This is an optimization exercise on Yosys and OpenROAD, whose aim is small area, not a production implementation.
At most, simulation tests tie the RTL to the original design; equivalence was not proved.
Only the layout flow was run in run 1; the RTL was not checked for function there.
Power figures rest on the tool's default switching activity, not on a simulated workload.

`config.mk`:
```
export PLATFORM = sky130hd
export DESIGN_NAME = klt_block
export DESIGN_NICKNAME = klt_block
export VERILOG_FILES = /design/flow/design.v
export SDC_FILE = /design/flow/constraint.sdc
export NUM_CORES = 4
export LEC_CHECK = 0
export CAP_MARGIN = 20
export CORE_MARGIN = 2
export CORE_UTILIZATION = 40
export SLEW_MARGIN = 20
```
`constraint.sdc`:
```
create_clock -name core_clock -period 10.0 [get_ports {clk}]
set_input_delay 2.0000 -clock core_clock [delete_from_list [all_inputs] [get_ports {clk}]]
set_output_delay 2.0000 -clock core_clock [all_outputs]
set_load 0.01 [all_outputs]
```
`design.v`:
```
module klt_block (
    input  wire        clk,
    input  wire        rst,
    input  wire [3:0]  col_n,
    input  wire        led_ready,
    output wire [3:0]  row_n,
    output wire        led_valid,
    output wire [31:0] led_word,
    output wire        pwm_out,
    output wire        reboot_req,
    output wire        log_valid,
    output wire [4:0]  log_code
);
    localparam [3:0] S_RST  = 4'b0000, S_DISP = 4'b0001, S_EMIT = 4'b0010, S_HALT = 4'b0011,
                     S_SET1 = 4'b0100, S_SET2 = 4'b0101, S_COL  = 4'b0110, S_REL  = 4'b0111,
                     S_TON  = 4'b1000, S_TGAP = 4'b1001, S_HOLD = 4'b1010, S_IDLE = 4'b1011;
    localparam [8:0] P0 = 9'b000000011;      
    localparam [5:0] S0 = 6'b011110;      
    reg [3:0]  ph;
    reg [10:0] pws;      
    reg        pwh;      
    reg [3:0]  sync1;
    reg        sync2;    
    reg [8:0]  psc;
    reg [5:0]  sub;
    reg [1:0]  kr, kc;
    reg [3:0]  apc;
    wire       waiting = ph[3] & ~ph[2];
    wire       pwrap   = ~psc[1] & psc[2] & psc[3] & ~psc[4] & ~psc[6] & psc[7] & psc[8];    
    wire       u1      = ~sub[1];     
    wire       u2      = sub[0];     
    wire       u3      = ~sub[3];     
    wire       u9      = sub[0] & sub[1];     
    wire       u59     = sub[0] & ~sub[1] & sub[2] & ~sub[3] & ~sub[4] & ~sub[5];    
    wire       plast   = sub[0] & sub[1] & sub[4];    
    wire [3:0] key     = {kr, kc};
    wire       col_now = sync2;
    wire       mel     = apc[3];
    wire k0  = (key == 4'd0);
    wire kA  = (key == 4'd3);
    wire kB  = (key == 4'd7);
    wire kC  = (key == 4'd11);
    wire kZ  = (key == 4'd13);
    wire kH  = (key == 4'd14);
    wire kD  = (key == 4'd15);
    reg tdone;
    always @(*) begin
        case (ph)
            S_TON:   tdone = pwrap & (mel ? u9 : u3);
            S_TGAP:  tdone = pwrap & (mel ? u2 : u3);
            S_HOLD:  tdone = (pwrap & (k0 ? u59 : u1)) | ~(k0 | kZ);    
            default: tdone = pwrap & u1;                                
        endcase
    end
    wire gbit = (sub[3] & sub[4] & ~apc[1]) |
                 (~sub[0] & sub[1] & ~sub[4] & apc[1]) |
                 (~sub[2] & ~sub[3] & ~sub[4] & sub[5] & apc[1]) |
                 (sub[0] & ~sub[4] & ~sub[5] & ~apc[1]) |
                 (~sub[3] & sub[5] & ~apc[0] & ~apc[1]) |
                 (sub[3] & sub[4] & sub[5] & apc[2]) |
                 (sub[1] & ~sub[4] & ~apc[2]) |
                 (sub[1] & sub[4] & sub[5] & apc[2]) |
                 (sub[0] & sub[1] & ~sub[4] & ~apc[0]) |
                 (~sub[1] & ~sub[3] & sub[5] & ~apc[2]) |
                 (~sub[1] & ~sub[2] & sub[3] & apc[0] & ~apc[1]) |
                 (~sub[0] & sub[3] & sub[4] & ~sub[5] & ~apc[2]) |
                 (sub[2] & sub[5] & ~apc[1]) |
                 (sub[2] & sub[3] & ~apc[0] & ~apc[1]) |
                 (sub[2] & sub[3] & ~sub[4] & ~apc[2]) |
                 (sub[0] & sub[2] & sub[4] & apc[0] & apc[2]) |
                 (sub[0] & ~sub[1] & ~sub[4] & ~sub[5] & apc[0] & apc[2]);
    wire red   = (k0 & gbit) | kC;
    wire green = kD;
    wire blue  = kB;
    wire white = kH;
    assign led_word = {1'b0, green | white, {6{green}},
                       1'b0, red, red | white, {5{red}},
                       {3{blue}}, blue | white, {4{blue}},
                       8'h00};
    assign led_valid  = (ph == S_EMIT);
    assign pwm_out    = (ph == S_TON) & ~pwh;
    assign reboot_req = (ph == S_HALT);
    assign log_valid  = (ph == S_DISP) & (apc == 4'd1);
    assign log_code   = {1'b1, kr, kc};
    assign row_n      = (ph[3:2] == 2'b01) ? ~(4'b0001 << kr) : 4'b1111;
    wire scan_go = (ph == S_RST) || (ph == S_IDLE && tdone);
    reg [1:0] kc_n;
    always @(*) begin
        kc_n = kc;
        if (scan_go) kc_n = 2'd0;
        else if (ph == S_COL && col_now) kc_n = kc + 2'd1;
    end
    wire pwz = (pws[9:0] == 10'd0);
    always @(posedge clk) begin
        sync1 <= col_n;
        sync2 <= sync1[kc_n];
        kc    <= kc_n;
        if (!waiting || pwrap) psc <= P0;
        else                   psc <= {psc[7:0], psc[3] ^ psc[8]};
        if (!(waiting || ph == S_EMIT) || (waiting && tdone) || (ph == S_EMIT && led_ready && plast))
            sub <= S0;
        else if ((waiting && pwrap) || (ph == S_EMIT && led_ready))
            sub <= {sub[4:0], sub[0] ^ sub[5]};
        if (rst) begin
            ph  <= S_RST;
            pws <= 11'd0;
            pwh <= 1'b0;
        end else begin
            pws <= {pws[9:0], pws[10] ^ pws[8] ^ pwz};
            if (pws[10] & pwz) pwh <= ~pwh;
            case (ph)
                S_RST, S_IDLE: begin
                    if (scan_go) begin
                        kr <= 2'd0;
                        ph <= S_SET1;
                    end
                end
                S_SET1: ph <= S_SET2;
                S_SET2: ph <= S_COL;
                S_COL: begin
                    if (!col_now) begin
                        ph <= S_REL;
                    end else if (kc == 2'd3) begin
                        if (kr == 2'd3) begin
                            ph  <= S_IDLE;
                        end else begin
                            kr  <= kr + 2'd1;
                            ph  <= S_SET1;
                        end
                    end
                end
                S_REL: begin
                    if (col_now) begin
                        apc <= 4'd1;
                        ph  <= S_DISP;
                    end
                end
                S_DISP: begin
                    if (k0) begin
                        if (apc == 4'd1) begin
                            ph <= S_TON;
                        end else if (apc == 4'd8) begin
                            ph <= S_TON;
                        end else if (apc == 4'd0) begin
                            ph <= S_IDLE;
                        end else begin
                            ph <= S_EMIT;
                        end
                    end else if ((kA | kB | kC | kH | kD) && apc == 4'd1) begin
                        ph  <= S_EMIT;
                    end else if (kZ && apc == 4'd1) begin
                        ph  <= S_HOLD;
                    end else if (kZ) begin
                        ph <= S_HALT;
                    end else begin
                        ph  <= S_IDLE;
                    end
                end
                S_TON: begin
                    if (tdone) begin
                        ph  <= S_TGAP;
                    end
                end
                S_TGAP: begin
                    if (tdone) begin
                        apc <= apc + 4'd1;
                        if (apc == 4'd2 || apc == 4'd15) begin
                            ph  <= S_DISP;
                        end else begin
                            ph  <= S_TON;
                        end
                    end
                end
                S_EMIT: begin
                    if (led_ready) begin
                        if (plast) ph <= S_HOLD;
                    end
                end
                S_HOLD: begin
                    if (tdone) begin
                        apc <= apc + 4'd1;
                        ph  <= S_DISP;
                    end
                end
                default: ;
            endcase
        end
    end
endmodule
```
`flow/run.sh`:
```
#!/bin/bash
# The standard layout, except: the port buffers are the smallest buffer
# (buf_1) and Yosys does not map adder cells (the design has no arithmetic;
# the half-adder cells it picks up are used as plain AND gates).
export BUFFER_PORTS_ARGS="-buffer_cell sky130_fd_sc_hd__buf_1"
bash standard.sh ADDER_MAP_FILE= finish > standard.log 2>&1
```
`standard.sh`:
```
#!/bin/bash
# synth_recipe.tcl (not shown) runs the flow's synth.tcl, then flattens the netlist and writes it again
# the make line also repeats each setting of config.mk as NAME=value (left out here)
make -C /OpenROAD-flow-scripts/flow DESIGN_CONFIG=/design/flow/config.mk WORK_HOME=/design/flow/orfs CLKGATE_MAP_FILE= SYNTH_SCRIPT=/design/flow/synth_recipe.tcl "${@:-finish}"
```
==> results of run 1 <==
==> cell usage in the layout (no fill, tap or decap), drive strengths merged, types with 5 or more instances in the layout <==
| cell | netlist | routed |
|---|---|---|
| dfxtp | 38 | 38 |
| edfxtp | 6 | 6 |
| a21oi | 10 | 10 |
| nor2 | 19 | 19 |
| buf | 34 | 40 |
| xnor2 | 5 | 5 |
| and2 | 11 | 11 |
| xor2 | 5 | 5 |
| clkbuf | 21 | 5 |
| nor2b | 23 | 23 |
| nand3 | 6 | 6 |
| a211oi | 5 | 5 |
| nor3b | 5 | 5 |
| inv | 10 | 12 |
| o21ai | 16 | 16 |
| nand2 | 25 | 25 |
| conb | 2 | 11 |
==> cell families after synthesis <==
group | Yosys count | share of synthesized area
xor gates and xnor gates | 10 | 0.0319
DFF | 44 | 0.343
and+or+nand+nor | 124 | 0.255
buffers and inverters | 65 | 0.136
muxes | 8 | 0.0324
AOI/OAI and AO/OA | 71 | 0.195
adders and majority gates | 1 | 0.00365
other | 2 | 0.00274
==> final timing paths <==
| path | end | depth (start not counted) |
|---|---|---|
| setup / recovery | led_word[19] | 6 |
| hold reg to reg | psc[1] | 1 |
| hold / removal | psc[1] | 1 |
| setup reg to reg | apc[0] | 5 |
==> per-layer routing <==
| metal | vias to the layer above | share of wire |
|---|---|---|
| met3 | 4 | 0.057 |
| met2 | 77 | 0.44 |
| li1 | 1111 | - |
| met4 | 0 | 0.0080 |
| met5 | - | 0 |
| met1 | 1031 | 0.49 |
==> cell type report <==
type | count | area [um^2] | share of cell area
Clock inverter | 3 | 45.0 | 0.0161
Sequential cell | 44 | 941 | 0.336
Clock buffer | 5 | 68.8 | 0.0245
Timing Repair Buffer | 40 | 150 | 0.0535
Inverter | 10 | 37.5 | 0.0134
Tap cell | 80 | 100 | 0.0357
Multi-Input combinational cell | 225 | 1460 | 0.521
==> worst max-delay path: stages (launching register included) <==
cell,delay (ps)
edfxtp_1,610
nor3b_1,240
o31ai_1,240
a21oi_1,90
a2111oi_0,700
o21ai_0,350
buf_1,200
==> stage by stage <==
| stage | std cells | util | hold slack (ps) |
|---|---|---|---|
| 6_report | 407 | 0.417 | 417 |
| 5_1_grt | 407 | 0.417 | 458 |
| 4_1_cts | 407 | 0.417 | 422 |
| 3_5_place_dp | 399 | 0.400 | 402 |
| 3_3_place_gp | 399 | 0.400 | 395 |
| 2_1_floorplan | 334 | - | 391 |
==> report_power, final <==
part	total, mW	leakage (nW)	internal [mW]	switching [mW]
combinational	0.183	0.583	0.0820	0.101
clock	0.138	0.0591	0.0754	0.0622
sequential	0.240	0.365	0.196	0.0439
==> state kept, by name, summed over array words and instances (netlist names) <==
register / flops
pws: 11
apc: 4
psc: 9
sync1: 4
pwh: 1
ph: 4
sync2: 1
kc: 2
sub: 6
kr: 2
==> results.toml, run 1 <==
[outcome]
status = "finished clean"

[synthesis]
synth_cells = 325
synth_enable_flop_cells = 6
synthDominantCellAreaShare = 0.277
syn_avg_cell_area_um2 = 8.44
synth_top_flop_cell = "dfxtp_1"
synth.area.top_cells = "dfxtp_1, buf_4, edfxtp_1"
ys_seq_elements = 44
ys_seq_area_frac = 0.343
yosys.area.top_type = "dfxtp_1"
synth.most_common_cell = "dfxtp_1"
synthArstFlopShare = 0
synthTopCellsByCount = "dfxtp_1, buf_4, nand2_1"
yosys_warnings = 1
syn-cell-area_mm2 = 0.00274
synth_cell_type_count = 67

[setup_path]
cp_max_fo = 16
crit_required_ps = 8000
cp-startpoint = "apc[0]"
crit_type = "flip-flop to output pin"
rrSetupSlack_ps = 7210
end_kind = "output pin"
setup.worst_path.start_class = "flip-flop"
worstPathArrival_ps = 2720
r2r-start = "ph[3]"

[floorplan]
start_util = 0.408
die-area_mm2 = 0.00753
pin_count = 52
die_x_um = 86.8
core_area_mm2 = 0.00672
num_rows = 30
fp.dieH_um = 86.8

[route]
vias = 2223
ant_nets = 0
first_iter_violations = 203
routed_wl_um = 5530
drtPass1Iterations = 4
wire_per_inst_um = 13.6
avgViaCountPerCell = 5.46
drc = 0

[run]
maxCapViolCount = 0

[grt]
grt-ovfl-total = 0
grt_start_max_net_pins = 23
use_met1 = 0.230
antenna_found_initial = 0
grt_pass1_wl_um = 9270
grtUsageMet3 = 0.0276
grt_pass1_vias = 1843
track_usage = 0.151
met2_usage = 0.218
top_usage_layer = "met1"

[layout]
finalNetCount = 333
drive_gt1_frac = 0.0734
n_antenna_cell = 0
area_growth_pct = 2.28
fillers = 677
stdcell_area_mm2 = 0.00280

[timing]
worst-slew-pin-transition_ps = 789
drv_slew = 0
setup_violations = 0
timing.final.crit_share = 0.472
setup_ws_ps = 5280
final-hold-violation-count = 0
rsz0062_at_grt = "no"
tns_ps = 0
slew_headroom = 0.461
max_freq_mhz = 212
fin_skew_ps = 4.75
period_needed_ps = 4720

[power_and_ir_drop]
p_per_area_mw_per_mm2 = 200
power_mw = 0.560
power_leakage_nw = 1.01
ir_worst_vdd_mv = 0.0799

[cts]
clkTransAtPathRegs_ps = 80
clock_latency_ps = 290
cts_hold_buffers = 0
root_buffer = "clkbuf_8"
cts.sinks = 44
numCtsBuffers = 5
cts_resized = 0
cts_buffer_depth = 2
cts_tree = "built"
htree_levels = 2
postCtsSetupBuffers = 0

[placement]
place_hpwl_um = 4000
place_ws_ps = 5580
postPlaceCellArea_mm2 = 0.00269
io_buffers = 40
gp_congestion = 0.868

[hold_path]
worstHoldStart = "psc[0]"
min-delay-path-class = "flip-flop to flip-flop"
==> inputs of run 2 (changes only) <==
--- a/design.v
+++ b/design.v
@@ -36,20 +36,18 @@
     wire [3:0] key     = {kr, kc};
     wire       col_now = sync2;
     wire       mel     = apc[3];
-    wire k0  = (key == 4'd0);
-    wire kA  = (key == 4'd3);
-    wire kB  = (key == 4'd7);
-    wire kC  = (key == 4'd11);
-    wire kZ  = (key == 4'd13);
-    wire kH  = (key == 4'd14);
-    wire kD  = (key == 4'd15);
+    wire k0    = (key == 4'd0);
+    wire kZ    = (key == 4'd13);
+    wire kfill = kc[1] & (kc[0] | (kr[1] & kr[0]));       
+    wire h_k0  = ~kr[0] & ~kc[0];                          
+    wire h_kZ  = kc[0] & ~kc[1];                           
     reg tdone;
     always @(*) begin
         case (ph)
             S_TON:   tdone = pwrap & (mel ? u9 : u3);
             S_TGAP:  tdone = pwrap & (mel ? u2 : u3);
-            S_HOLD:  tdone = (pwrap & (k0 ? u59 : u1)) | ~(k0 | kZ);    
-            default: tdone = pwrap & u1;                                
+            S_HOLD:  tdone = (pwrap & (h_k0 ? u59 : u1)) | ~(h_k0 | h_kZ);    
+            default: tdone = pwrap & u1;                                      
         endcase
     end
     wire gbit = (sub[3] & sub[4] & ~apc[1]) |
@@ -69,18 +67,19 @@
                  (sub[2] & sub[3] & ~sub[4] & ~apc[2]) |
                  (sub[0] & sub[2] & sub[4] & apc[0] & apc[2]) |
                  (sub[0] & ~sub[1] & ~sub[4] & ~sub[5] & apc[0] & apc[2]);
-    wire red   = (k0 & gbit) | kC;
-    wire green = kD;
-    wire blue  = kB;
-    wire white = kH;
-    assign led_word = {1'b0, green | white, {6{green}},
-                       1'b0, red, red | white, {5{red}},
-                       {3{blue}}, blue | white, {4{blue}},
+    wire e_gw  = kr[1] & kr[0];                            
+    wire e_g   = kr[1] & kr[0] & kc[0];                    
+    wire e_w   = kr[1] & ~kc[0];                           
+    wire e_b   = ~kr[1] & kr[0];                           
+    wire e_r   = ~kr[0] & (kr[1] | (~kc[0] & gbit));       
+    assign led_word = {1'b0, e_gw, {6{e_g}},
+                       1'b0, e_r, e_r | e_w, {5{e_r}},
+                       {3{e_b}}, e_b | e_w, {4{e_b}},
                        8'h00};
     assign led_valid  = (ph == S_EMIT);
     assign pwm_out    = (ph == S_TON) & ~pwh;
     assign reboot_req = (ph == S_HALT);
-    assign log_valid  = (ph == S_DISP) & (apc == 4'd1);
+    assign log_valid  = (ph == S_DISP) & apc[0] & ~apc[1] & ~apc[2];
     assign log_code   = {1'b1, kr, kc};
     assign row_n      = (ph[3:2] == 2'b01) ? ~(4'b0001 << kr) : 4'b1111;
     wire scan_go = (ph == S_RST) || (ph == S_IDLE && tdone);
@@ -137,23 +136,18 @@
                 end
                 S_DISP: begin
                     if (k0) begin
-                        if (apc == 4'd1) begin
-                            ph <= S_TON;
-                        end else if (apc == 4'd8) begin
-                            ph <= S_TON;
-                        end else if (apc == 4'd0) begin
-                            ph <= S_IDLE;
-                        end else begin
-                            ph <= S_EMIT;
-                        end
-                    end else if ((kA | kB | kC | kH | kD) && apc == 4'd1) begin
-                        ph  <= S_EMIT;
-                    end else if (kZ && apc == 4'd1) begin
-                        ph  <= S_HOLD;
+                        if (apc[3] | (apc[0] & ~apc[1] & ~apc[2]))
+                            ph <= S_TON;                       
+                        else if (~apc[0] & ~apc[2] & ~apc[3])
+                            ph <= S_IDLE;                      
+                        else
+                            ph <= S_EMIT;                      
+                    end else if (kfill & apc[0]) begin
+                        ph <= S_EMIT;
                     end else if (kZ) begin
-                        ph <= S_HALT;
+                        ph <= apc[0] ? S_HOLD : S_HALT;        
                     end else begin
-                        ph  <= S_IDLE;
+                        ph <= S_IDLE;
                     end
                 end
                 S_TON: begin
==> flow/run.sh (replaced) <==
#!/bin/bash
# The standard layout (standard.sh), except:
#  - port buffers are the smallest buffer (buf_1) instead of a delay cell;
#  - Yosys maps no adder cells (the design has no arithmetic; the half-adder
#    cells it picked up served as plain AND gates);
#  - clock tree: one cluster of sinks under clkbuf_16, no dummy loads.
export BUFFER_PORTS_ARGS="-buffer_cell sky130_fd_sc_hd__buf_1"
export CTS_ARGS="-sink_clustering_enable -repair_clock_nets -sink_clustering_size 100 -sink_clustering_max_diameter 500 -buf_list sky130_fd_sc_hd__clkbuf_16 -dont_use_dummy_load"
bash standard.sh ADDER_MAP_FILE= finish > standard.log 2>&1
==> results.toml, run 2 <==
[cts]
cts.sinks = 44
clkTransAtPathRegs_ps = 60
cts_resized = 0
htree_levels = 2
root_buffer = "clkbuf_16"
cts_tree = "built"
postCtsSetupBuffers = 0
clock_latency_ps = 280
cts_hold_buffers = 0
cts_buffer_depth = 2
numCtsBuffers = 5

[timing]
timing.final.crit_share = 0.455
setup_ws_ps = 5450
fin_skew_ps = 7.21
period_needed_ps = 4550
final-hold-violation-count = 0
drv_slew = 0
setup_violations = 0
max_freq_mhz = 220
rsz0062_at_grt = "no"
slew_headroom = 0.456
tns_ps = 0
worst-slew-pin-transition_ps = 815

[synthesis]
synthDominantCellAreaShare = 0.276
synth_enable_flop_cells = 6
yosys_warnings = 1
ys_seq_area_frac = 0.341
ys_seq_elements = 44
synth_cells = 320
syn_avg_cell_area_um2 = 8.62
synth_cell_type_count = 68
synthTopCellsByCount = "dfxtp_1, buf_4, nor2_1"
yosys.area.top_type = "dfxtp_1"
synth.most_common_cell = "dfxtp_1"
synthArstFlopShare = 0
syn-cell-area_mm2 = 0.00276
synth.area.top_cells = "dfxtp_1, buf_4, edfxtp_1"
synth_top_flop_cell = "dfxtp_1"

[setup_path]
crit_buf_inv = 1
worstPathArrival_ps = 2550
cp_max_fo = 18
crit_required_ps = 8000
end_kind = "output pin"
critPathMaxStageDelay_ps = 640
setup.worst_path.start_class = "flip-flop"
crit_type = "flip-flop to output pin"
crit_family = "compound AO/OA/AOI/OAI gates"
path_cells = "or3b_2, o21ai_0, a32oi_1, o21a_1, o31ai_1, nand2b_1, buf_1"
slowest_stage = "edfxtp_1"

[route]
wire_per_inst_um = 13.8
avgViaCountPerCell = 5.25
first_iter_violations = 152
drc = 0
vias = 2104
routed_wl_um = 5550
drtPass1Iterations = 4
ant_nets = 0

[floorplan]
pin_count = 52
num_rows = 30
start_util = 0.410
die_x_um = 87.0
fp.dieH_um = 87.0
core_area_mm2 = 0.00672
die-area_mm2 = 0.00757

[layout]
fillers = 664
final_common_cell = "buf_1"
drive_gt1_frac = 0.0717
stdcell_area_mm2 = 0.00281
largest_register_ffs = 11
layout_common_cells = "buf_1, dfxtp_1, nor2_1"
top_regs = "pws x11, psc x9, sub x6"
post-route-util = 0.418
finalNetCount = 330
area_growth_pct = 1.91
n_antenna_cell = 0
top_register = "pws"

[power_and_ir_drop]
power_mw = 0.653
ir_worst_vdd_mv = 0.118
p_per_area_mw_per_mm2 = 232
power_leakage_nw = 1.09

[outcome]
status = "finished clean"

[placement]
place_hpwl_um = 3950
io_buffers = 40
gp_congestion = 0.821
postPlaceCellArea_mm2 = 0.00269
place_ws_ps = 5700

[grt]
grt_start_max_net_pins = 21
grt_pass1_wl_um = 9200
track_usage = 0.153
grt_pass1_vias = 1897
antenna_found_initial = 0
grt-ovfl-total = 0

[run]
maxCapViolCount = 0

[hold_path]
min-delay-path-class = "flip-flop to flip-flop"
[run 2: cell types whose count changed after synthesis, sizes merged, moves of 4 or more]
cell    delta
nand2b     +4
nor2       +6
nor3       +5
clkbuf     -9
o211ai     +4
nor2b      -7
buf        +7
and2       -6
and3       +6
[run 2: cells by family after synthesis]
group,after synthesis,synth area share
flops,44,0.341
compound gates,70,0.194
fa+ha+maj,1,0.00363
mux,7,0.0259
simple gates,121,0.255
xor+xnor,10,0.0318
buf+inv,65,0.146
other cells,2,0.00272
[run 2: final timing paths]
kind,slack [ps],startpoint,cells past startpoint,to
hold reg to reg,440,psc[0],1,psc[1]
setup reg to reg,7240,ph[3],6,ph[0]
hold / removal,440,psc[0],1,psc[1]
setup / recovery,5450,apc[0],7,led_word[21]
[run 2: routing by layer]
layer  wire length [um]  vias up  track usage
li1                   -     1088            -
met3                170        4       0.0313
met5                  0        -            0
met2               2660       36        0.235
met4                 45        0       0.0497
met1               2670      976        0.215
[run 2: per-stage QoR]
stage,hold slack (ps),std cells
finish,435,401
global route,463,401
CTS,442,401
detailed placement,423,396
global placement,405,396
floorplan,391,329
[run 2: final cells by class]
class	count	area, um^2	share of cell area
tap	80	100	0.0356
multi-input combinational	220	1450	0.516
clock buffer	5	125	0.0445
sequential	44	941	0.335
timing repair buffer	40	150	0.0534
inverter	12	45.0	0.0160
[run 2: worst reg2reg max path, cell delays in order, from the launching register on]
cell and delay (ps):
dfxtp_1 720, nor2b_1 620, o2111ai_1 270, o2111ai_2 150
a2bb2oi_4 370, and3b_1 250, a2111oi_2 270
[run 2: power by group]
group / internal (mW) / total, mW / leakage, nW / switching, mW
clock network: 0.0881 / 0.146 / 0.0616 / 0.0582
registers: 0.201 / 0.259 / 0.365 / 0.0582
logic: 0.101 / 0.248 / 0.659 / 0.147
total: 0.389 / 0.653 / 1.09 / 0.264
==> inputs of run 3 (changes only) <==
==> flow/run.sh (replaced) <==
#!/bin/bash
# The standard layout (standard.sh), except:
#  - port buffers are the smallest buffer (buf_1) instead of a delay cell;
#  - Yosys maps no adder cells (the design has no arithmetic; the half-adder
#    cells it picked up served as plain AND gates);
#  - clock tree: one cluster of sinks under clkbuf_8, no dummy loads.
export BUFFER_PORTS_ARGS="-buffer_cell sky130_fd_sc_hd__buf_1"
export CTS_ARGS="-sink_clustering_enable -repair_clock_nets -sink_clustering_size 100 -sink_clustering_max_diameter 500 -buf_list sky130_fd_sc_hd__clkbuf_8 -dont_use_dummy_load"
bash standard.sh ADDER_MAP_FILE= finish > standard.log 2>&1
==> results.toml, run 3 <==
[outcome]
status = "finished clean"

[synthesis]
synth_enable_flop_cells = 6
synth.most_common_cell = "dfxtp_1"
yosys_warnings = 1
synth_cell_type_count = 68
synthDominantCellAreaShare = 0.276
synth.area.top_cells = "dfxtp_1, buf_4, edfxtp_1"
syn-cell-area_mm2 = 0.00276
synth_cells = 320
ys_seq_elements = 44
synthArstFlopShare = 0
synthTopCellsByCount = "dfxtp_1, buf_4, nor2_1"
ys_seq_area_frac = 0.341
syn_avg_cell_area_um2 = 8.62
synth_top_flop_cell = "dfxtp_1"
yosys.area.top_type = "dfxtp_1"

[cts]
clock_latency_ps = 290
clkTransAtPathRegs_ps = 80
cts_tree = "built"
htree_levels = 2
cts_hold_buffers = 0
cts_buffer_depth = 2
postCtsSetupBuffers = 0
root_buffer = "clkbuf_8"
cts_resized = 0
cts.sinks = 44
numCtsBuffers = 5

[power_and_ir_drop]
pwr-share-clk = 0.164
p_sw_frac = 0.430
ir_worst_vdd_mv = 0.107
combPwrFrac = 0.410
p_per_area_mw_per_mm2 = 220
power_leakage_nw = 1.06
seqPwrFrac = 0.426
intPower_mw = 0.346
switchingPower_mw = 0.261

[route]
first_iter_violations = 133
drc = 0
ant_nets = 0
vias = 2109
routed_wl_um = 5600
avgViaCountPerCell = 5.26
drtPass1Iterations = 4
wire_per_inst_um = 14.0

[layout]
largest_register_ffs = 11
stdcell_area_mm2 = 0.00275
drive_gt1_frac = 0.0717
layout_common_cells = "buf_1, dfxtp_1, nor2_1"
area_growth_pct = -0.136
fillers = 670
final_common_cell = "buf_1"
finalNetCount = 330
top_register = "pws"
n_antenna_cell = 0
post-route-util = 0.410
top_regs = "pws x11, psc x9, sub x6"

[grt]
grt_start_max_net_pins = 21
grt_pass1_vias = 1912
grtUsageMet3 = 0.0284
use_met1 = 0.214
track_usage = 0.154
top_usage_layer = "met2"
met2_usage = 0.239
grt-ovfl-total = 0
antenna_found_initial = 0
grt_pass1_wl_um = 9260

[floorplan]
die_x_um = 87.0
start_util = 0.410
die-area_mm2 = 0.00757
num_rows = 30
core_area_mm2 = 0.00672
fp.dieH_um = 87.0
pin_count = 52

[timing]
setup_violations = 0
tns_ps = 0
period_needed_ps = 4570
holdWs_ps = 439
max_freq_mhz = 219
worst-slew-pin-transition_ps = 822
final-hold-violation-count = 0
rsz0062_at_grt = "no"
slew_headroom = 0.452
fin_skew_ps = 7.46
drv_slew = 0
timing.final.crit_share = 0.457

[hold_path]
min-delay-path-class = "flip-flop to flip-flop"
holdPathEnd = "psc[1]"
min_delay_path_depth = 1
worstHoldStart = "psc[0]"

[placement]
io_buffers = 40
gp_congestion = 0.821
place_hpwl_um = 3950
postPlaceCellArea_mm2 = 0.00269

[setup_path]
crit_type = "flip-flop to output pin"
crit-reg2reg-capture = "ph[0]"
r2r-start = "ph[3]"
worst-r2r-cell-count = 6
rrSetupSlack_ps = 7230
cp_max_fo = 18
end_kind = "output pin"
crit_required_ps = 8000
worstPathArrival_ps = 2570
setup.worst_path.start_class = "flip-flop"

[run]
maxCapViolCount = 0
run 3: final cells by class:
class	instances	area, um^2	share of cell area
multi-input combinational	220	1450	0.526
sequential	44	941	0.342
timing repair buffer	40	150	0.0545
tap	80	100	0.0363
clock buffer	5	68.8	0.0250
inverter	12	45.0	0.0164
run 3: stage by stage:
stage                     instances  total power, mW  worst slack, ps
after global routing            401            0.659             5180
after CTS                       401            0.612             5390
after floorplan                 329            0.491             6050
final                           401            0.607             5430
after detailed placement        396            0.511             5700
after global placement          396            0.507             5800
run 3: power by group through the flow:
stage	sequential (mW)	combinational (mW)	clock [mW]
6_report	0.258	0.249	0.0998
5_1_grt	0.266	0.283	0.110
4_1_cts	0.257	0.251	0.104
3_5_place_dp	0.261	0.250	0
3_3_place_gp	0.260	0.247	0
2_1_floorplan	0.218	0.274	0
run 3: logic make-up (layout without fill, tap and decap cells):
kind of cell    after synthesis  in the layout  synth area share
flops                        44             44             0.341
simple gates                121            121             0.255
buf+inv                      65             57             0.146
xor+xnor                     10             10            0.0318
fa+ha+maj                     1              1           0.00363
mux                           7              7            0.0259
compound gates               70             70             0.194
other cells                   2             11           0.00272
run 3: how the worst max path moves through the flow:
stage | slack (ps) | cells after the start | start | endpoint
after floorplan | 6050 | 7 | apc[0] | led_word[21]
after global placement | 5800 | 7 | apc[0] | led_word[21]
after detailed placement | 5700 | 7 | apc[0] | led_word[21]
after CTS | 5390 | 7 | apc[0] | led_word[21]
after global routing | 5180 | 7 | apc[0] | led_word[21]
final | 5430 | 7 | apc[0] | led_word[21]
run 3: worst max-delay path, cell delays in order, from the launching register on:
cell	delay, ps
edfxtp_1	650
or3b_2	480
o21ai_0	90
a32oi_1	120
o21a_1	130
o31ai_1	490
nand2b_1	180
buf_1	140
run 3: layer usage:
| metal | wire, um | up-vias |
|---|---|---|
| met5 | 0 | - |
| met4 | 81 | 0 |
| met3 | 164 | 9 |
| met2 | 2600 | 37 |
| met1 | 2750 | 975 |
| li1 | - | 1088 |
==> inputs of run 4 (changes only) <==
==> flow/run.sh (replaced) <==
#!/bin/bash
# The standard layout (standard.sh, which writes the ORFS logs under
# orfs/logs), with these changes; make's own output goes to standard.log.
#  - Synthesis maps the logic for area: ABC runs flow/abc.script (deep AIG
#    optimisation, then area-oriented mapping) instead of ORFS's speed script,
#    and no adder cells are mapped (the design has no arithmetic). Registers
#    are mapped exactly as in the standard synthesis.
#  - Port buffers are the smallest buffer (buf_1) instead of a delay cell.
#  - Clock tree: sinks clustered under clkbuf_8 buffers, no dummy loads.
set -e
W=$PWD
mkdir -p "$W/scripts"
for f in "$FLOW_HOME"/scripts/*; do ln -sf "$f" "$W/scripts/"; done
rm -f "$W/scripts/abc_speed.script"
cp "$W/flow/abc.script" "$W/scripts/abc_speed.script"
export BUFFER_PORTS_ARGS="-buffer_cell sky130_fd_sc_hd__buf_1"
export CTS_ARGS="-repair_clock_nets -buf_list sky130_fd_sc_hd__clkbuf_16 -dont_use_dummy_load"
bash standard.sh SCRIPTS_DIR="$W/scripts" ADDER_MAP_FILE= finish > standard.log 2>&1
==> flow/abc.script (new file) <==
&get -n
&st
&deepsyn -T 20
&dch -f
&nf -a -p -R 1000
&put
topo
dnsize -c
==> results.toml, run 4 <==
[outcome]
status = "finished clean"

[timing]
drv_slew = 0
max_freq_mhz = 244
slew_headroom = 0.463
fin_skew_ps = 6.13
timing.final.crit_share = 0.410
setup_violations = 0
period_needed_ps = 4100
final-hold-violation-count = 0
tns_ps = 0
rsz0062_at_grt = "no"
worst-slew-pin-transition_ps = 806

[hold_path]
worstHoldStart = "psc[0]"
min-delay-path-class = "flip-flop to flip-flop"
min_delay_path_depth = 1
holdPathEnd = "psc[1]"

[layout]
drive_gt1_frac = 0.0214
top_regs = "pws x11, psc x9, sub x6"
top_register = "pws"
n_antenna_cell = 0
largest_register_ffs = 11
finalNetCount = 289
area_growth_pct = 7.83
final_common_cell = "buf_1"
stdcell_area_mm2 = 0.00236
fillers = 528
layout_common_cells = "buf_1, dfxtp_1, nor2_1"

[grt]
grt_start_max_net_pins = 19
track_usage = 0.156
grt_pass1_vias = 1602
grt-ovfl-total = 0
grt_pass1_wl_um = 7450
antenna_found_initial = 0

[cts]
cts.sinks = 44
cts_resized = 0
htree_levels = 2
numCtsBuffers = 5
clkTransAtPathRegs_ps = 60
cts_hold_buffers = 0
cts_tree = "built"
clock_latency_ps = 280
root_buffer = "clkbuf_16"
postCtsSetupBuffers = 0
cts_buffer_depth = 2

[placement]
postPlaceCellArea_mm2 = 0.00224
gp_congestion = 0.837
place_hpwl_um = 3230
io_buffers = 40

[floorplan]
core_area_mm2 = 0.00520
num_rows = 26
die_x_um = 78.0
pin_count = 52
start_util = 0.421
fp.dieH_um = 78.0
die-area_mm2 = 0.00608

[route]
routed_wl_um = 4480
first_iter_violations = 164
avgViaCountPerCell = 5.18
drc = 0
wire_per_inst_um = 12.8
ant_nets = 0
vias = 1812
drtPass1Iterations = 4

[setup_path]
r2r-start = "sub[3]"
worstPathArrival_ps = 2100
rrSetupSlack_ps = 7400
cp_max_fo = 16
crit_family = "flip-flops"
crit-reg2reg-capture = "ph[0]"
slowest_stage = "edfxtp_1"
worst-r2r-cell-count = 10
path_cells = "nand3_1, a21oi_1, o21ai_0, a21oi_1, nor4_1, nor2_1, nor2_1, nor2_1, buf_1"
crit_type = "flip-flop to output pin"
crit_required_ps = 8000
setup.worst_path.start_class = "flip-flop"
crit_buf_inv = 1
end_kind = "output pin"
crit_top_cell = "nor2_1"
critPathMaxStageDelay_ps = 610

[synthesis]
synth.area.top_cells = "dfxtp_1, buf_4, edfxtp_1"
synth_cell_type_count = 38
yosys_warnings = 1
syn_avg_cell_area_um2 = 8.55
yosys.area.top_type = "dfxtp_1"
synth.most_common_cell = "dfxtp_1"
ys_seq_area_frac = 0.430
synthTopCellsByCount = "dfxtp_1, buf_4, nor2_1"
ys_seq_elements = 44
synth_cells = 256
synth_enable_flop_cells = 6
syn-cell-area_mm2 = 0.00219
synth_top_flop_cell = "dfxtp_1"
synthDominantCellAreaShare = 0.347
synthArstFlopShare = 0

[power_and_ir_drop]
power_leakage_nw = 0.821
p_per_area_mw_per_mm2 = 225
ir_worst_vdd_mv = 0.0965

[run]
maxCapViolCount = 0
==> run 4: worst max path at each step <==
stage / cells after the start / slack, ps / start / end
2_1_floorplan: 9 / 6410 / apc[0] / led_word[16]
3_3_place_gp: 9 / 6270 / apc[0] / led_word[18]
3_5_place_dp: 9 / 6190 / apc[0] / led_word[17]
4_1_cts: 9 / 5870 / apc[0] / led_word[17]
5_1_grt: 9 / 5650 / apc[0] / led_word[18]
6_report: 9 / 5900 / apc[0] / led_word[17]
==> run 4: where the power goes <==
group | switching, mW | internal (mW) | total [mW] | leakage, nW
combinational | 0.103 | 0.0566 | 0.159 | 0.394
clock | 0.0570 | 0.0881 | 0.145 | 0.0616
sequential | 0.0287 | 0.197 | 0.226 | 0.366
==> run 4: layout make-up <==
type                       count  area, um^2  share of cell area
multi-input combinational    186        1030               0.438
sequential                    44         941               0.399
inverter                       4        15.0             0.00636
timing repair buffer          41         158              0.0668
tap                           70        87.6              0.0371
clock buffer                   5         125              0.0530
==> run 4: metal layers <==
| metal | up-vias | GRT usage | share of wire |
|---|---|---|---|
| met4 | 0 | 0.0947 | 0.031 |
| met1 | 809 | 0.203 | 0.47 |
| met2 | 74 | 0.233 | 0.44 |
| met3 | 11 | 0.0372 | 0.064 |
| li1 | 918 | - | - |
| met5 | - | 0 | 0 |
==> run 4: logic make-up (layout without fill, tap and decap cells) <==
| kind of cell | Yosys count | in the layout | share of synthesized area |
|---|---|---|---|
| mux | 3 | 3 | 0.0143 |
| other cells | 2 | 11 | 0.00343 |
| flops | 44 | 44 | 0.430 |
| buf+inv | 35 | 50 | 0.113 |
| simple gates | 109 | 109 | 0.261 |
| compound gates | 60 | 60 | 0.166 |
| xor+xnor | 3 | 3 | 0.0120 |
==> run 4: through the flow <==
step	instances	hold slack (ps)	setup slack [ps]	power, mW	utilization
final	350	419	5900	0.530	0.454
after global routing	350	464	5650	0.568	0.454
after CTS	350	427	5870	0.537	0.454
after detailed placement	345	405	6190	0.388	0.430
after global placement	345	413	6270	0.389	0.430
after floorplan	265	391	6410	0.362	-
==> inputs of run 5 (changes only) <==
--- a/flow/run.sh
+++ b/flow/run.sh
@@ -14,5 +14,5 @@
 rm -f "$W/scripts/abc_speed.script"
 cp "$W/flow/abc.script" "$W/scripts/abc_speed.script"
 export BUFFER_PORTS_ARGS="-buffer_cell sky130_fd_sc_hd__buf_1"
-export CTS_ARGS="-repair_clock_nets -buf_list sky130_fd_sc_hd__clkbuf_16 -dont_use_dummy_load"
+export CTS_ARGS="-sink_clustering_enable -repair_clock_nets -sink_clustering_size 100 -sink_clustering_max_diameter 1000 -sink_clustering_levels 1 -buf_list sky130_fd_sc_hd__clkbuf_16 -dont_use_dummy_load"
 bash standard.sh SCRIPTS_DIR="$W/scripts" ADDER_MAP_FILE= finish > standard.log 2>&1
==> results.toml, run 5 <==
[timing]
slew_headroom = 0.463
max_freq_mhz = 244
fin_skew_ps = 6.13
final-hold-violation-count = 0
drv_slew = 0
setup_violations = 0
period_needed_ps = 4100
rsz0062_at_grt = "no"
worst-slew-pin-transition_ps = 806
setup_ws_ps = 5900
tns_ps = 0
holdWs_ps = 419
timing.final.crit_share = 0.410

[floorplan]
core_area_mm2 = 0.00520
start_util = 0.421
pin_count = 52
die-area_mm2 = 0.00608
num_rows = 26
fp.dieH_um = 78.0
die_x_um = 78.0

[route]
avgViaCountPerCell = 5.18
drc = 0
routed_wl_um = 4480
drtPass1Iterations = 4
vias = 1812
wire_per_inst_um = 12.8
first_iter_violations = 164
ant_nets = 0

[synthesis]
yosys.area.top_type = "dfxtp_1"
syn_avg_cell_area_um2 = 8.55
synth_compound_area_frac = 0.166
synth-adder-area-share = 0
synthDominantCellAreaShare = 0.347
synth_xor_area_frac = 0.0120
synth_top_flop_cell = "dfxtp_1"
synthArstFlopShare = 0
synth_cells = 256
synth.most_common_cell = "dfxtp_1"
synth.area.top_cells = "dfxtp_1, buf_4, edfxtp_1"
synth_cell_type_count = 38
syn-cell-area_mm2 = 0.00219
ys_seq_area_frac = 0.430
yosys_warnings = 1
synth-simple-area-share = 0.261
synth_enable_flop_cells = 6
synthTopCellsByCount = "dfxtp_1, buf_4, nor2_1"
synth_top_family_by_area = "simple AND/OR/NAND/NOR gates"
yosys-mux-area-fraction = 0.0143
ys_seq_elements = 44

[layout]
top_regs = "pws x11, psc x9, sub x6"
finalNetCount = 289
multi_input_area_mm2 = 0.00103
seqCellArea_um2 = 941
area_growth_pct = 7.83
drive_gt1_frac = 0.0214
stdcell_area_mm2 = 0.00236
final_common_cell = "buf_1"
largest_register_ffs = 11
layout_common_cells = "buf_1, dfxtp_1, nor2_1"
top_register = "pws"
fillers = 528
n_antenna_cell = 0

[setup_path]
cp_max_fo = 16
setup.worst_path.start_class = "flip-flop"
worstPathArrival_ps = 2100
end_kind = "output pin"
crit_required_ps = 8000
crit_type = "flip-flop to output pin"

[cts]
numCtsBuffers = 5
cts_hold_buffers = 0
clock_latency_ps = 280
clkTransAtPathRegs_ps = 60
root_buffer = "clkbuf_16"
cts.sinks = 44
cts_buffer_depth = 2
htree_levels = 2
cts_resized = 0
postCtsSetupBuffers = 0
cts_tree = "built"

[power_and_ir_drop]
power_mw = 0.530
switchingPower_mw = 0.188
intPower_mw = 0.342
power_leakage_nw = 0.821
combPwrFrac = 0.301
ir_worst_vdd_mv = 0.0965
seqPwrFrac = 0.426
p_per_area_mw_per_mm2 = 225
pwr-share-clk = 0.273
p_sw_frac = 0.355

[grt]
grt-ovfl-total = 0
grt_start_max_net_pins = 19
antenna_found_initial = 0
track_usage = 0.156
grt_pass1_vias = 1602
grt_pass1_wl_um = 7450

[placement]
io_buffers = 40
postPlaceCellArea_mm2 = 0.00224
place_ws_ps = 6190
gp_congestion = 0.837
place_hpwl_um = 3230

[hold_path]
min-delay-path-class = "flip-flop to flip-flop"

[run]
maxCapViolCount = 0

[outcome]
status = "finished clean"
[run 5: cell counts after synthesis]
Identical to the previous run, type by type.
[run 5: power groups by stage]
stage               clock network, mW  registers (mW)  logic (mW)
floorplan                           0           0.222       0.140
global placement                    0           0.229       0.160
detailed placement                  0           0.229       0.159
CTS                             0.151           0.225       0.160
global route                    0.157           0.230       0.181
finish                          0.145           0.226       0.159
[run 5: final cells by class]
type,count,share of cell area
Tap cell,70,0.0371
Inverter,4,0.00636
Multi-Input combinational cell,186,0.438
Timing Repair Buffer,41,0.0668
Clock buffer,5,0.0530
Sequential cell,44,0.399
[run 5: metrics by stage]
step | util | cells
final | 0.454 | 350
after global routing | 0.454 | 350
after CTS | 0.454 | 350
after detailed placement | 0.430 | 345
after global placement | 0.430 | 345
after floorplan | - | 265
[run 5: worst max-delay path, cell delays in order (launching register included)]
cell and delay (ps):
edfxtp_1 610, nand3_1 120, a21oi_1 160, o21ai_0 100
a21oi_1 150, nor4_1 70, nor2_1 100, nor2_1 60
nor2_1 250, buf_1 190
[run 5: logic make-up after synthesis]
kind of cell    after synthesis
xor+xnor                      3
buf+inv                      35
mux                           3
flops                        44
simple gates                109
other cells                   2
compound gates               60
[run 5: metal layers]
metal,share of wire,global-route usage
met1,0.47,0.203
met2,0.44,0.233
met3,0.064,0.0372
met4,0.031,0.0947
met5,0,0
[run 5: final timing paths]
| kind | start | to | slack (ps) | cells past startpoint |
|---|---|---|---|---|
| hold reg to reg | psc[0] | psc[1] | 420 | 1 |
| setup / recovery | apc[0] | led_word[17] | 5900 | 9 |
| hold / removal | psc[0] | psc[1] | 420 | 1 |
| setup reg to reg | sub[3] | ph[0] | 7400 | 10 |
==> inputs of run 6 (changes only) <==
--- a/flow/run.sh
+++ b/flow/run.sh
@@ -14,5 +14,5 @@
 rm -f "$W/scripts/abc_speed.script"
 cp "$W/flow/abc.script" "$W/scripts/abc_speed.script"
 export BUFFER_PORTS_ARGS="-buffer_cell sky130_fd_sc_hd__buf_1"
-export CTS_ARGS="-sink_clustering_enable -repair_clock_nets -sink_clustering_size 100 -sink_clustering_max_diameter 1000 -sink_clustering_levels 1 -buf_list sky130_fd_sc_hd__clkbuf_16 -dont_use_dummy_load"
+export CTS_ARGS="-sink_clustering_enable -repair_clock_nets -sink_clustering_size 100 -sink_clustering_max_diameter 500 -buf_list sky130_fd_sc_hd__clkbuf_4 -dont_use_dummy_load"
 bash standard.sh SCRIPTS_DIR="$W/scripts" ADDER_MAP_FILE= finish > standard.log 2>&1
==> results.toml, run 6 <==
[outcome]
status = "finished clean"

[synthesis]
synth.area.top_cells = "dfxtp_1, buf_4, edfxtp_1"
yosys.area.top_type = "dfxtp_1"
yosys_warnings = 1
syn-cell-area_mm2 = 0.00219
synth_cell_type_count = 38
synthDominantCellAreaShare = 0.347
synth_enable_flop_cells = 6
synth_top_flop_cell = "dfxtp_1"
syn_avg_cell_area_um2 = 8.55
synth.most_common_cell = "dfxtp_1"
synthTopCellsByCount = "dfxtp_1, buf_4, nor2_1"
ys_seq_area_frac = 0.430
synth_cells = 256
ys_seq_elements = 44
synthArstFlopShare = 0

[layout]
drive_gt1_frac = 0.0214
top_register = "pws"
finalNetCount = 289
n_antenna_cell = 0
area_growth_pct = 3.83
final_cells = 350
layout_common_cells = "buf_1, dfxtp_1, nor2_1"
fillers = 535
final_common_cell = "buf_1"
largest_register_ffs = 11
top_regs = "pws x11, psc x9, sub x6"

[setup_path]
slowest_stage = "edfxtp_1"
crit_top_cell = "nor2_1"
crit_required_ps = 8000
critPathMaxStageDelay_ps = 640
crit_type = "flip-flop to output pin"
path_cells = "nand3_1, a21oi_1, o21ai_0, a21oi_1, nor4_1, nor2_1, nor2_1, nor2_1, buf_1"
setup.worst_path.start_class = "flip-flop"
cp_max_fo = 16
crit_buf_inv = 1
worstPathArrival_ps = 2190
end_kind = "output pin"
crit_family = "flip-flops"

[power_and_ir_drop]
p_per_area_mw_per_mm2 = 201
ir_worst_vdd_mv = 0.0844
power_mw = 0.457
power_leakage_nw = 0.782

[cts]
htree_levels = 2
cts_hold_buffers = 0
root_buffer = "clkbuf_4"
cts_resized = 0
clock_latency_ps = 350
cts_tree = "built"
cts.sinks = 44
postCtsSetupBuffers = 0
numCtsBuffers = 5
cts_buffer_depth = 2
clkTransAtPathRegs_ps = 120

[floorplan]
die_x_um = 78.0
core_area_mm2 = 0.00520
fp.dieH_um = 78.0
pin_count = 52
num_rows = 26
start_util = 0.421
die-area_mm2 = 0.00608

[placement]
io_buffers = 40
gp_congestion = 0.837
place_inst = 345
place_hpwl_um = 3230

[route]
wire_per_inst_um = 12.6
drtPass1Iterations = 4
avgViaCountPerCell = 5.24
first_iter_violations = 142
ant_nets = 0
drc = 0
vias = 1834
routed_wl_um = 4410

[grt]
antenna_found_initial = 0
track_usage = 0.153
grt_pass1_vias = 1603
grt_pass1_wl_um = 7420
grt-ovfl-total = 0
grt_start_max_net_pins = 19

[timing]
holdWs_ps = 430
drv_slew = 0
worst-slew-pin-transition_ps = 795
period_needed_ps = 4190
slew_headroom = 0.470
max_freq_mhz = 239
setup_violations = 0
tns_ps = 0
fin_skew_ps = 17.6
timing.final.crit_share = 0.419
final-hold-violation-count = 0
rsz0062_at_grt = "no"

[run]
maxCapViolCount = 0

[hold_path]
min-delay-path-class = "flip-flop to flip-flop"
[run 6: cell count changes in the layout (fill, tap and decap cells not counted)]
cell / delta
clkbuf_16: -5
clkbuf_4: +5
[run 6: worst paths after layout]
check        cells after the start  startpoint  slack (ps)            to
max reg2reg                     10      sub[3]        7390         ph[0]
min                              1      psc[0]         430        psc[1]
min reg2reg                      1      psc[0]         430        psc[1]
max                              9      apc[0]        5810  led_word[17]
[run 6: cells by family after synthesis]
group,synth area share
other,0.00343
AOI/OAI and AO/OA,0.166
DFF,0.430
muxes,0.0143
buffers and inverters,0.113
and+or+nand+nor,0.261
xor gates and xnor gates,0.0120
[run 6: per-stage QoR]
step / utilization / area (um^2) / setup WS [ps]
after floorplan: - / 2220 / 6410
after global placement: 0.430 / 2240 / 6270
after detailed placement: 0.430 / 2240 / 6190
after CTS: 0.437 / 2270 / 5770
after global routing: 0.437 / 2270 / 5520
final: 0.437 / 2270 / 5810
[run 6: cell type report]
cell class / count / area (um^2) / area share
repair buffers: 41 / 158 / 0.0693
well taps: 70 / 87.6 / 0.0385
clock buffers: 5 / 37.5 / 0.0165
flip-flops and latches: 44 / 941 / 0.414
inverters: 4 / 15.0 / 0.00660
multi-input cells: 186 / 1030 / 0.455
[run 6: worst reg2reg max path, stage by stage (launching register included)]
cell      delay [ps]
dfxtp_1          470
nand2b_1         220
nand2_1           70
nor3_1           200
o311a_1          160
o21ai_0           80
o21ai_0          150
o21ai_0          320
or2_0            380
or3_1            370
a21oi_1          140
[run 6: routing by layer]
layer,GRT usage,vias to the layer above,wire length [um]
li1,-,917,-
met1,0.203,832,2070
met2,0.231,74,1950
met3,0.0407,11,266
met4,0.0737,0,121
met5,0,-,0
[run 6: where the power goes]
group / total (mW) / switching [mW] / internal [mW]
clock network: 0.0724 / 0.0488 / 0.0236
logic: 0.159 / 0.103 / 0.0566
registers: 0.225 / 0.0284 / 0.197
==> inputs of run 7 (changes only) <==
--- a/flow/run.sh
+++ b/flow/run.sh
@@ -14,5 +14,6 @@
 rm -f "$W/scripts/abc_speed.script"
 cp "$W/flow/abc.script" "$W/scripts/abc_speed.script"
 export BUFFER_PORTS_ARGS="-buffer_cell sky130_fd_sc_hd__buf_1"
-export CTS_ARGS="-sink_clustering_enable -repair_clock_nets -sink_clustering_size 100 -sink_clustering_max_diameter 500 -buf_list sky130_fd_sc_hd__clkbuf_4 -dont_use_dummy_load"
+export CTS_ARGS="-sink_clustering_enable -repair_clock_nets -sink_clustering_size 100 -sink_clustering_max_diameter 500 -buf_list sky130_fd_sc_hd__clkbuf_8 -dont_use_dummy_load"
+export SKIP_REPAIR_TIE_FANOUT=1
 bash standard.sh SCRIPTS_DIR="$W/scripts" ADDER_MAP_FILE= finish > standard.log 2>&1
==> results.toml, run 7 <==
[outcome]
status = "finished clean"

[timing]
fin_skew_ps = 12.0
slew_headroom = 0.457
final-hold-violation-count = 0
setup_violations = 0
tns_ps = 0
period_needed_ps = 4100
worst-slew-pin-transition_ps = 814
rsz0062_at_grt = "no"
timing.final.crit_share = 0.410
setup_ws_ps = 5900
drv_slew = 0
max_freq_mhz = 244

[grt]
antenna_found_initial = 0
grt-ovfl-total = 0
top_usage_layer = "met2"
track_usage = 0.149
met2_usage = 0.222
grt_pass1_vias = 1499
grt_start_max_net_pins = 19
grt_pass1_wl_um = 7220
use_met1 = 0.205
grtUsageMet3 = 0.0360

[cts]
postCtsSetupBuffers = 0
cts_hold_buffers = 0
cts_buffer_depth = 2
clock_latency_ps = 290
htree_levels = 2
root_buffer = "clkbuf_8"
cts.sinks = 44
cts_resized = 0
cts_tree = "built"
numCtsBuffers = 5
clkTransAtPathRegs_ps = 80

[placement]
place_ws_ps = 6220
place_hpwl_um = 3150
io_buffers = 40
gp_congestion = 0.879

[setup_path]
crit_type = "flip-flop to output pin"
crit_buf_inv = 1
slowest_stage = "edfxtp_1"
worstPathArrival_ps = 2100
path_cells = "nand3_1, a21oi_1, o21ai_0, a21oi_1, nor4_1, nor2_1, nor2_1, nor2_1, buf_1"
cp_max_fo = 16
setup.worst_path.start_class = "flip-flop"
end_kind = "output pin"
crit_top_cell = "nor2_1"
crit_required_ps = 8000
rrSetupSlack_ps = 7310
critPathMaxStageDelay_ps = 640
crit_family = "flip-flops"

[layout]
drive_gt1_frac = 0.0185
multi_input_area_mm2 = 0.00100
area_growth_pct = 3.37
final_common_cell = "buf_1"
layout_common_cells = "buf_1, dfxtp_1, nor2_1"
n_antenna_cell = 0
seqCellArea_um2 = 941
top_regs = "pws x11, psc x9, sub x6"
fillers = 564
largest_register_ffs = 11
finalNetCount = 279
top_register = "pws"

[synthesis]
synth_cells = 256
synthDominantCellAreaShare = 0.347
yosys_warnings = 1
syn-cell-area_mm2 = 0.00219
synth_top_flop_cell = "dfxtp_1"
syn_avg_cell_area_um2 = 8.55
synth_cell_type_count = 38
synth_enable_flop_cells = 6
ys_seq_elements = 44
synth.area.top_cells = "dfxtp_1, buf_4, edfxtp_1"
synthTopCellsByCount = "dfxtp_1, buf_4, nor2_1"
synth.most_common_cell = "dfxtp_1"
yosys.area.top_type = "dfxtp_1"
ys_seq_area_frac = 0.430
synthArstFlopShare = 0

[run]
maxCapViolCount = 0

[hold_path]
min-delay-path-class = "flip-flop to flip-flop"

[route]
vias = 1768
drc = 0
drtPass1Iterations = 4
routed_wl_um = 4370
ant_nets = 0
wire_per_inst_um = 12.9
avgViaCountPerCell = 5.20
first_iter_violations = 108

[floorplan]
num_rows = 26
fp.dieH_um = 78.0
die-area_mm2 = 0.00608
core_area_mm2 = 0.00520
die_x_um = 78.0
pin_count = 52
start_util = 0.421

[power_and_ir_drop]
p_sw_frac = 0.382
pwr-share-clk = 0.199
seqPwrFrac = 0.468
switchingPower_mw = 0.185
power_leakage_nw = 0.760
intPower_mw = 0.299
p_per_area_mw_per_mm2 = 213
combPwrFrac = 0.333
ir_worst_vdd_mv = 0.0997
[run 7: cell count changes in the layout (fill, tap and decap cells not counted)]
| cell | previous run | this run |
|---|---|---|
| clkbuf_4 | 5 | 0 |
| buf_4 | 1 | 0 |
| clkbuf_8 | 0 | 5 |
| conb_1 | 11 | 2 |
[run 7: through the flow]
step           hold slack [ps]  area, um^2  power (mW)  cells  utilization
3_3_place_gp               396        2190       0.389    335        0.422
4_1_cts                    426        2260       0.487    340        0.435
3_5_place_dp               403        2190       0.389    335        0.422
2_1_floorplan              391        2190       0.362    256            -
5_1_grt                    440        2260       0.519    340        0.435
6_report                   425        2260       0.483    340        0.435
[run 7: logic make-up after synthesis]
kind of cell / after synthesis / synth area share
xor+xnor: 3 / 0.0120
flops: 44 / 0.430
compound gates: 60 / 0.166
buf+inv: 35 / 0.113
other cells: 2 / 0.00343
mux: 3 / 0.0143
simple gates: 109 / 0.261
[run 7: path summary, 6_finish.rpt]
check,startpoint,endpoint,cells past startpoint
setup reg to reg,psc[1],ph[0],8
hold reg to reg,psc[0],psc[1],1
setup / recovery,apc[0],led_word[17],9
hold / removal,psc[0],psc[1],1
[run 7: final cells by class]
type,instances,share of cell area
multi-input cells,177,0.442
flip-flops and latches,44,0.416
clock buffers,5,0.0304
repair buffers,40,0.0663
well taps,70,0.0387
inverters,4,0.00663
[run 7: routing by layer]
metal | share of wire | vias up
li1 | - | 906
met1 | 0.49 | 791
met2 | 0.43 | 65
met3 | 0.059 | 6
met4 | 0.016 | 0
met5 | 0 | -
[run 7: worst register-to-register path: stages, from the launching register on]
cell      delay [ps]
dfxtp_1          310
nand4b_1         160
nor4b_1          550
o21ai_0          190
o21ai_0          210
o21ai_0          340
or2_0            350
or3_1            360
a21oi_1          140
[run 7: power groups by stage]
| stage | combinational (mW) | sequential, mW | clock [mW] |
|---|---|---|---|
| global route | 0.181 | 0.230 | 0.107 |
| CTS | 0.161 | 0.225 | 0.100 |
| global placement | 0.160 | 0.230 | 0 |
| floorplan | 0.140 | 0.222 | 0 |
| finish | 0.161 | 0.226 | 0.0962 |
| detailed placement | 0.160 | 0.229 | 0 |
==> inputs of run 8 (changes only) <==
--- a/flow/run.sh
+++ b/flow/run.sh
@@ -15,5 +15,4 @@
 cp "$W/flow/abc.script" "$W/scripts/abc_speed.script"
 export BUFFER_PORTS_ARGS="-buffer_cell sky130_fd_sc_hd__buf_1"
 export CTS_ARGS="-sink_clustering_enable -repair_clock_nets -sink_clustering_size 100 -sink_clustering_max_diameter 500 -buf_list sky130_fd_sc_hd__clkbuf_8 -dont_use_dummy_load"
-export SKIP_REPAIR_TIE_FANOUT=1
 bash standard.sh SCRIPTS_DIR="$W/scripts" ADDER_MAP_FILE= finish > standard.log 2>&1
==> results.toml, run 8 <==
[timing]
final-hold-violation-count = 0
slew_headroom = 0.465
drv_slew = 0
worst-slew-pin-transition_ps = 803
rsz0062_at_grt = "no"
timing.final.crit_share = 0.413
tns_ps = 0
fin_skew_ps = 10.2
period_needed_ps = 4130
setup_violations = 0
max_freq_mhz = 242

[route]
vias = 1843
ant_nets = 0
drc = 0
wire_per_inst_um = 12.9
avgViaCountPerCell = 5.27
routed_wl_um = 4510
drtPass1Iterations = 4
first_iter_violations = 124

[synthesis]
ys_seq_area_frac = 0.430
synthTopCellsByCount = "dfxtp_1, buf_4, nor2_1"
synthDominantCellAreaShare = 0.347
syn-cell-area_mm2 = 0.00219
yosys_warnings = 1
synth.area.top_cells = "dfxtp_1, buf_4, edfxtp_1"
synth_cell_type_count = 38
yosys.area.top_type = "dfxtp_1"
ys_seq_elements = 44
syn_avg_cell_area_um2 = 8.55
synth.most_common_cell = "dfxtp_1"
synth_enable_flop_cells = 6
synth_cells = 256
synthArstFlopShare = 0
synth_top_flop_cell = "dfxtp_1"

[setup_path]
setup.worst_path.start_class = "flip-flop"
r2r-start = "sub[3]"
end_kind = "output pin"
critPathMaxStageDelay_ps = 630
crit_buf_inv = 1
crit_type = "flip-flop to output pin"
crit-reg2reg-capture = "ph[0]"
worst-r2r-cell-count = 10
crit_family = "flip-flops"
cp_max_fo = 16
rrSetupSlack_ps = 7390
crit_required_ps = 8000
worstPathArrival_ps = 2130
crit_top_cell = "nor2_1"
path_cells = "nand3_1, a21oi_1, o21ai_0, a21oi_1, nor4_1, nor2_1, nor2_1, nor2_1, buf_1"
worstSetupPathDepth = 9
slowest_stage = "edfxtp_1"

[floorplan]
die-area_mm2 = 0.00608
fp.dieH_um = 78.0
pin_count = 52
start_util = 0.421
core_area_mm2 = 0.00520
die_x_um = 78.0
num_rows = 26

[layout]
final_common_cell = "buf_1"
layout_common_cells = "buf_1, dfxtp_1, nor2_1"
top_regs = "pws x11, psc x9, sub x6"
drive_gt1_frac = 0.0214
area_growth_pct = 5.26
largest_register_ffs = 11
top_register = "pws"
finalNetCount = 289
n_antenna_cell = 0

[grt]
grt_pass1_wl_um = 7530
grt_pass1_vias = 1622
antenna_found_initial = 0
grt_start_max_net_pins = 19
grt-ovfl-total = 0
track_usage = 0.158
met2_usage = 0.234
use_met1 = 0.206
grtUsageMet3 = 0.0360
top_usage_layer = "met2"

[outcome]
status = "finished clean"

[cts]
numCtsBuffers = 5
postCtsSetupBuffers = 0
cts_resized = 0
cts_tree = "built"
root_buffer = "clkbuf_8"
cts_hold_buffers = 0
cts.sinks = 44
clkTransAtPathRegs_ps = 80
clock_latency_ps = 290
htree_levels = 2
cts_buffer_depth = 2

[placement]
gp_congestion = 0.837
place_hpwl_um = 3230
io_buffers = 40

[hold_path]
worstHoldStart = "psc[0]"
holdPathEnd = "psc[1]"
min-delay-path-class = "flip-flop to flip-flop"
min_delay_path_depth = 1

[run]
maxCapViolCount = 0

[power_and_ir_drop]
power_leakage_nw = 0.795
p_per_area_mw_per_mm2 = 210
ir_worst_vdd_mv = 0.0896
power_mw = 0.483
-- run 8: how the worst max path moves through the flow --
stage	slack, ps	to	startpoint
floorplan	6410	led_word[16]	apc[0]
global placement	6270	led_word[18]	apc[0]
detailed placement	6190	led_word[17]	apc[0]
CTS	5850	led_word[17]	apc[0]
global route	5610	led_word[18]	apc[0]
finish	5870	led_word[17]	apc[0]
-- run 8: report_power, final --
part           switching, mW  internal (mW)
Sequential            0.0289          0.197
Clock                 0.0527         0.0450
Combinational          0.103         0.0566
Total                  0.185          0.299
-- run 8: final cells by class --
| type | count | area (um^2) |
|---|---|---|
| fill | 538 | 2900 |
| multi-input combinational | 186 | 1030 |
| sequential | 44 | 941 |
| timing repair buffer | 41 | 158 |
| tap | 70 | 87.6 |
| clock buffer | 5 | 68.8 |
| inverter | 4 | 15.0 |
-- run 8: cells by family after synthesis --
group | share of synthesized area
and+or+nand+nor | 0.261
DFF | 0.430
xor gates and xnor gates | 0.0120
AOI/OAI and AO/OA | 0.166
muxes | 0.0143
other | 0.00343
buffers and inverters | 0.113
-- run 8: stage by stage --
step	utilization	area (um^2)	hold WS, ps	setup slack [ps]	cells
detailed placement	0.430	2240	405	6190	345
floorplan	-	2220	391	6410	265
global placement	0.430	2240	413	6270	345
CTS	0.443	2300	430	5850	350
finish	0.443	2300	422	5870	350
global route	0.443	2300	465	5610	350
-- run 8: routing by layer --
layer,wire (um),part of all wire
met1,2110,0.47
met4,121,0.027
met2,1960,0.43
met3,315,0.070
met5,0,0
==> inputs of run 9 (changes only) <==
--- a/flow/run.sh
+++ b/flow/run.sh
@@ -6,6 +6,8 @@
 #    and no adder cells are mapped (the design has no arithmetic). Registers
 #    are mapped exactly as in the standard synthesis.
 #  - Port buffers are the smallest buffer (buf_1) instead of a delay cell.
+#  - Tie cells are not split per load (SKIP_REPAIR_TIE_FANOUT): one tie
+#    cell drives all constant-0 outputs.
 #  - Clock tree: sinks clustered under clkbuf_8 buffers, no dummy loads.
 set -e
 W=$PWD
@@ -15,4 +17,5 @@
 cp "$W/flow/abc.script" "$W/scripts/abc_speed.script"
 export BUFFER_PORTS_ARGS="-buffer_cell sky130_fd_sc_hd__buf_1"
 export CTS_ARGS="-sink_clustering_enable -repair_clock_nets -sink_clustering_size 100 -sink_clustering_max_diameter 500 -buf_list sky130_fd_sc_hd__clkbuf_8 -dont_use_dummy_load"
+export SKIP_REPAIR_TIE_FANOUT=1
 bash standard.sh SCRIPTS_DIR="$W/scripts" ADDER_MAP_FILE= finish > standard.log 2>&1
==> results.toml, run 9 <==
[outcome]
status = "finished clean"

[floorplan]
num_rows = 26
start_util = 0.421
pin_count = 52
core_area_mm2 = 0.00520
die_x_um = 78.0
die-area_mm2 = 0.00608
fp.dieH_um = 78.0

[layout]
final_cells = 340
area_growth_pct = 3.37
fillers = 564
final_common_cell = "buf_1"
top_regs = "pws x11, psc x9, sub x6"
stdcell_area_mm2 = 0.00226
top_register = "pws"
layout_common_cells = "buf_1, dfxtp_1, nor2_1"
largest_register_ffs = 11
drive_gt1_frac = 0.0185
n_antenna_cell = 0
seqCellArea_um2 = 941
multi_input_area_mm2 = 0.00100
post-route-util = 0.435
finalNetCount = 279

[setup_path]
crit-reg2reg-capture = "ph[0]"
critPathMaxStageDelay_ps = 640
path_cells = "nand3_1, a21oi_1, o21ai_0, a21oi_1, nor4_1, nor2_1, nor2_1, nor2_1, buf_1"
end_kind = "output pin"
worstPathArrival_ps = 2100
worst-r2r-cell-count = 8
crit_top_cell = "nor2_1"
crit_type = "flip-flop to output pin"
setup.worst_path.start_class = "flip-flop"
crit_required_ps = 8000
cp_max_fo = 16
slowest_stage = "edfxtp_1"
rrSetupSlack_ps = 7310
r2r-start = "psc[1]"

[run]
maxCapViolCount = 0

[synthesis]
synthDominantCellAreaShare = 0.347
syn-cell-area_mm2 = 0.00219
synth_cells = 256
synthTopCellsByCount = "dfxtp_1, buf_4, nor2_1"
synth_enable_flop_cells = 6
synth_top_flop_cell = "dfxtp_1"
synth.area.top_cells = "dfxtp_1, buf_4, edfxtp_1"
synthArstFlopShare = 0
synth.most_common_cell = "dfxtp_1"
ys_seq_area_frac = 0.430
ys_seq_elements = 44
synth_cell_type_count = 38
yosys.area.top_type = "dfxtp_1"
yosys_warnings = 1
syn_avg_cell_area_um2 = 8.55

[route]
drc = 0
ant_nets = 0
avgViaCountPerCell = 5.20
first_iter_violations = 108
drtPass1Iterations = 4
vias = 1768
routed_wl_um = 4370
wire_per_inst_um = 12.9

[timing]
final-hold-violation-count = 0
slew_headroom = 0.457
setup_violations = 0
tns_ps = 0
worst-slew-pin-transition_ps = 814
rsz0062_at_grt = "no"
period_needed_ps = 4100
drv_slew = 0
fin_skew_ps = 12.0
timing.final.crit_share = 0.410
max_freq_mhz = 244

[cts]
cts_tree = "built"
cts.sinks = 44
cts_buffer_depth = 2
clkTransAtPathRegs_ps = 80
cts_resized = 0
root_buffer = "clkbuf_8"
numCtsBuffers = 5
clock_latency_ps = 290
cts_hold_buffers = 0
htree_levels = 2
postCtsSetupBuffers = 0

[hold_path]
holdPathEnd = "psc[1]"
min_delay_path_depth = 1
min-delay-path-class = "flip-flop to flip-flop"
worstHoldStart = "psc[0]"

[placement]
postPlaceCellArea_mm2 = 0.00219
io_buffers = 40
place_inst = 335
place_hpwl_um = 3150
gp_congestion = 0.879

[grt]
use_met1 = 0.205
grt-ovfl-total = 0
grt_start_max_net_pins = 19
grtUsageMet3 = 0.0360
top_usage_layer = "met2"
antenna_found_initial = 0
track_usage = 0.149
met2_usage = 0.222
grt_pass1_wl_um = 7220
grt_pass1_vias = 1499

[power_and_ir_drop]
ir_worst_vdd_mv = 0.0997
power_mw = 0.483
power_leakage_nw = 0.760
p_per_area_mw_per_mm2 = 213
-- run 9: cell families after synthesis --
logic type             synth area share
AO/OA/AOI/OAI                     0.166
XOR/XNOR                         0.0120
buffers and inverters             0.113
flip-flops                        0.430
multiplexers                     0.0143
other                           0.00343
AND/OR/NAND/NOR                   0.261
-- run 9: cell type report --
type,instances,area share
clock buffer,5,0.0304
inverter,4,0.00663
multi-input combinational,177,0.442
sequential,44,0.416
tap,70,0.0387
timing repair buffer,40,0.0663
-- run 9: power by group --
part	switching [mW]	total (mW)	internal, mW	leakage, nW
clock network	0.0512	0.0962	0.0450	0.0359
registers	0.0293	0.226	0.197	0.366
logic	0.104	0.161	0.0567	0.359
total	0.185	0.483	0.299	0.760
-- run 9: critical path, delay by kind of cell, from the launching register on --
family	cells	cell delay [ps]
flip-flops	1	640
AND/OR/NAND/NOR	5	600
AO/OA/AOI/OAI	3	390
buffers and inverters	1	190
-- run 9: per-layer routing --
metal	part of all wire	up-vias	routed length, um
li1	-	906	-
met1	0.49	791	2140
met2	0.43	65	1900
met3	0.059	6	258
met4	0.016	0	70
met5	0	-	0
-- run 9: how the worst max path moves through the flow --
stage                         endpoint  startpoint  cells past startpoint
after global placement    led_word[20]      apc[0]                      9
after CTS                 led_word[20]      apc[0]                      9
after global routing      led_word[22]      apc[0]                      9
after floorplan           led_word[16]      apc[0]                      9
after detailed placement  led_word[20]      apc[0]                      9
final                     led_word[17]      apc[0]                      9
-- run 9: stage by stage --
stage	setup slack [ps]	hold slack, ps
after floorplan	6410	391
after global placement	6250	396
after detailed placement	6220	403
after CTS	5910	426
after global routing	5650	440
final	5900	425

Setup slack of run 9, layout unchanged: 5.902 ns with ideal ports, 5.875 ns with driving cells assumed (clock clkbuf_16, inputs buf_2), 6.187 ns with port delays also shifted by the 0.311 ns mid clock arrival.
